Context: an optimization exercise on an open-source flow, tuned for small area, a short achievable clock period and few clock cycles. The choices shown serve that exercise and are no tape-out recipe.
In this exercise RTL edits were held to simulation tests only and were not proved equivalent to the original.

==> run X <==
// speck_engine
module speck_engine (
    input  wire         clk,
    input  wire         rst,         
    input  wire         cmd_valid,
    output wire         cmd_ready,
    input  wire [7:0]   cmd_op,      
    input  wire [127:0] cmd_key,     
    input  wire [63:0]  cmd_blk,     
    output reg          res_valid,
    output reg  [7:0]   res_status,
    output reg  [63:0]  res_blk      
);
==> module speck_engine, before the edit <==
module speck_engine (
    input  wire         clk,
    input  wire         rst,         
    input  wire         cmd_valid,
    output wire         cmd_ready,
    input  wire [7:0]   cmd_op,      
    input  wire [127:0] cmd_key,     
    input  wire [63:0]  cmd_blk,     
    output reg          res_valid,
    output reg  [7:0]   res_status,
    output reg  [63:0]  res_blk      
);
    localparam [7:0] OP_INIT = 8'h01, OP_ENC = 8'h02, OP_DEC = 8'h03;
    localparam [7:0] ST_OK = 8'h00, ST_INVALID = 8'h09, ST_NOT_READY = 8'h0A,
                     ST_ILLEGAL = 8'h0B;
    localparam [2:0] C_NONE = 3'd0, C_ENC = 3'd1, C_INITOK = 3'd2, C_INVALID = 3'd3,
                     C_DEC = 3'd4, C_NOTREADY = 3'd5, C_ILLEGAL = 3'd6;
    localparam integer NR = 27;
    reg         init_done;
    reg         ks_busy;
    reg         ks_first;
    reg  [4:0]  ks_idx;
    reg  [31:0] ks_k, ks_l0, ks_l1, ks_l2;
    reg  [31:0] rk [0:NR-1];
    reg  [2:0]  code [0:NR-1];
    reg  [31:0] pp   [0:NR-1];
    reg  [31:0] pq   [0:NR-1];
    assign cmd_ready = !ks_busy;
    wire accept = cmd_valid && !ks_busy;
    wire [31:0] ks_lnew = (ks_k + {ks_l0[7:0], ks_l0[31:8]}) ^ {27'd0, ks_idx};
    wire [31:0] ks_knew = {ks_k[28:0], ks_k[31:29]} ^ ks_lnew;
    always @(posedge clk) begin
        if (rst) begin
            init_done <= 1'b0;
            ks_busy   <= 1'b0;
            ks_first  <= 1'b0;
        end else begin
            ks_first <= 1'b0;
            if (accept && cmd_op == OP_INIT && !init_done) begin
                init_done <= 1'b1;
                ks_busy   <= 1'b1;
                ks_first  <= 1'b1;
            end else if (ks_busy && ks_idx == 5'd25) begin
                ks_busy   <= 1'b0;
            end
        end
    end
    always @(posedge clk) begin
        if (!ks_busy) begin
            ks_k   <= cmd_key[31:0];
            ks_l0  <= cmd_key[63:32];
            ks_l1  <= cmd_key[95:64];
            ks_l2  <= cmd_key[127:96];
            ks_idx <= 5'd0;
        end else begin
            ks_k   <= ks_knew;
            ks_l0  <= ks_l1;
            ks_l1  <= ks_l2;
            ks_l2  <= ks_lnew;
            ks_idx <= ks_idx + 5'd1;
        end
    end
    always @(posedge clk) begin
        if (ks_first) rk[0] <= ks_k;
        if (ks_busy) begin
            rk[NR-1] <= ks_knew;
        end
    end
    genvar g;
    generate
        for (g = 1; g < NR - 1; g = g + 1) begin : g_rk
            always @(posedge clk)
                if (ks_busy) rk[g] <= rk[g+1];
        end
    endgenerate
    reg [2:0] in_code;
    always @(*) begin
        if (cmd_op != OP_INIT && cmd_op != OP_ENC && cmd_op != OP_DEC) in_code = C_ILLEGAL;
        else if (cmd_op != OP_INIT && !init_done)                      in_code = C_NOTREADY;
        else if (cmd_op == OP_INIT && init_done)                       in_code = C_INVALID;
        else if (cmd_op == OP_INIT)                                    in_code = C_INITOK;
        else if (cmd_op == OP_ENC)                                     in_code = C_ENC;
        else                                                           in_code = C_DEC;
    end
    wire [31:0] bx = cmd_blk[31:0];
    wire [31:0] by = cmd_blk[63:32];
    wire [31:0] bt = bx ^ by;
    wire        in_dec = cmd_op[0];
    always @(posedge clk) begin
        pp[0] <= in_dec ? (~bx ^ rk[NR-1]) : {bx[7:0], bx[31:8]};
        pq[0] <= in_dec ? {bt[2:0], bt[31:3]} : by;
        if (rst) code[0] <= C_NONE;
        else     code[0] <= accept ? in_code : C_NONE;
    end
    wire [31:0] out_w0, out_w1;
    generate
        for (g = 0; g < NR; g = g + 1) begin : g_st
            wire [31:0] p = pp[g];
            wire [31:0] q = pq[g];
            wire        dec = code[g][2];
            wire [31:0] ke = rk[g];
            wire [31:0] s = p + q;
            wire [31:0] s_ror8 = {s[7:0], s[31:8]};
            wire [31:0] s_rol8 = {s[23:0], s[31:24]};
            wire [31:0] e_w0 = s ^ ke;
            wire [31:0] e_w1 = {q[28:0], q[31:29]} ^ e_w0;
            if (g < NR - 1) begin : g_mid
                wire [31:0] kn = rk[NR-2-g];
                wire [31:0] d_u  = ~s_rol8 ^ q;
                wire [31:0] np = dec ? (s_rol8 ^ kn) : (s_ror8 ^ {ke[7:0], ke[31:8]});
                wire [31:0] nq = dec ? {d_u[2:0], d_u[31:3]} : e_w1;
                always @(posedge clk) begin
                    pp[g+1] <= np;
                    pq[g+1] <= nq;
                    if (rst) code[g+1] <= C_NONE;
                    else     code[g+1] <= code[g];
                end
            end else begin : g_last
                assign out_w0 = dec ? ~s_rol8 : e_w0;
                assign out_w1 = dec ? q : e_w1;
            end
        end
    endgenerate
    wire [2:0] oc = code[NR-1];
    always @(posedge clk) begin
        if (rst) begin
            res_valid  <= 1'b0;
            res_status <= 8'h00;
            res_blk    <= 64'd0;
        end else begin
            res_valid <= (oc != C_NONE);
            if (oc != C_NONE) begin
                case (oc)
                    C_INVALID:  res_status <= ST_INVALID;
                    C_NOTREADY: res_status <= ST_NOT_READY;
                    C_ILLEGAL:  res_status <= ST_ILLEGAL;
                    default:    res_status <= ST_OK;
                endcase
                res_blk <= (oc == C_ENC || oc == C_DEC) ? {out_w1, out_w0} : 64'd0;
            end
        end
    end
endmodule
Settings: LEC_CHECK=0, ABC_AREA=1, CAP_MARGIN=20, CORE_MARGIN=2, CORE_UTILIZATION=40, SLEW_MARGIN=20; clock period 7.0 ns.
run.sh (not shown) runs the stock make flow with config.mk's settings and CLKGATE_MAP_FILE= SYNTH_SCRIPT=/design/flow/synth_recipe.tcl, a recipe that flattens the netlist after the stock synthesis.
==> run A (differences from run X) <==
--- a/flow/design.v
+++ b/flow/design.v
@@ -26,5 +26,6 @@
     reg  [31:0] pp   [0:NR-1];
     reg  [31:0] pq   [0:NR-1];
-    assign cmd_ready = !ks_busy;
+    reg         rdy;             
+    assign cmd_ready = rdy;
     wire accept = cmd_valid && !ks_busy;
     wire [31:0] ks_lnew = (ks_k + {ks_l0[7:0], ks_l0[31:8]}) ^ {27'd0, ks_idx};
@@ -35,4 +36,5 @@
             ks_busy   <= 1'b0;
             ks_first  <= 1'b0;
+            rdy       <= 1'b1;
         end else begin
             ks_first <= 1'b0;
@@ -41,6 +43,8 @@
                 ks_busy   <= 1'b1;
                 ks_first  <= 1'b1;
+                rdy       <= 1'b0;
             end else if (ks_busy && ks_idx == 5'd25) begin
                 ks_busy   <= 1'b0;
+                rdy       <= 1'b1;
             end
         end
--- a/flow/config.mk
+++ b/flow/config.mk
@@ -9,4 +9,6 @@
 export CAP_MARGIN = 20
 export CORE_MARGIN = 2
-export CORE_UTILIZATION = 40
+export CORE_UTILIZATION = 45
+export MIN_ROUTING_LAYER = met2
+export SETUP_SLACK_MARGIN = 4.3
 export SLEW_MARGIN = 20
==> results.txt <==
Run A did not get past global routing with GRT-0116. Run X completed without violations. In run A the synthesized area is smaller than in run X, by about 0.24%. In synthesized cell count, run X and run A hardly differ.
Testbench counts of run X, summed over its fixed seeds: cycles 2,280.
Testbench counts of run A, summed over its fixed seeds: cycles 2,280.

-- what the ideal ports hide --
The results above use ideal ports. As a check the final layout listed here was re-extracted and re-timed, cells and wires unchanged.
Step 1, drivers: a clkbuf_16 drives clk and a buf_2 each remaining input, both assumed.
Step 2, shift: input delay + t, output delay - t, t = (earliest + latest rising clock arrival at the registers) / 2. This alone moves slack from input paths to output paths.
Three values: ideal, step 1, step 2; two values: the first two.
run: run X
t, ns: 1.143
setup slack, ns: 2.834 / 2.697 / 3.409
hold slack, ns: 0.394 / 0.394 / 0.394
After both steps setup and hold are still met in run X. For run X, drivers alone change the setup slack by -0.137 ns; drivers and shift together by +0.575 ns.
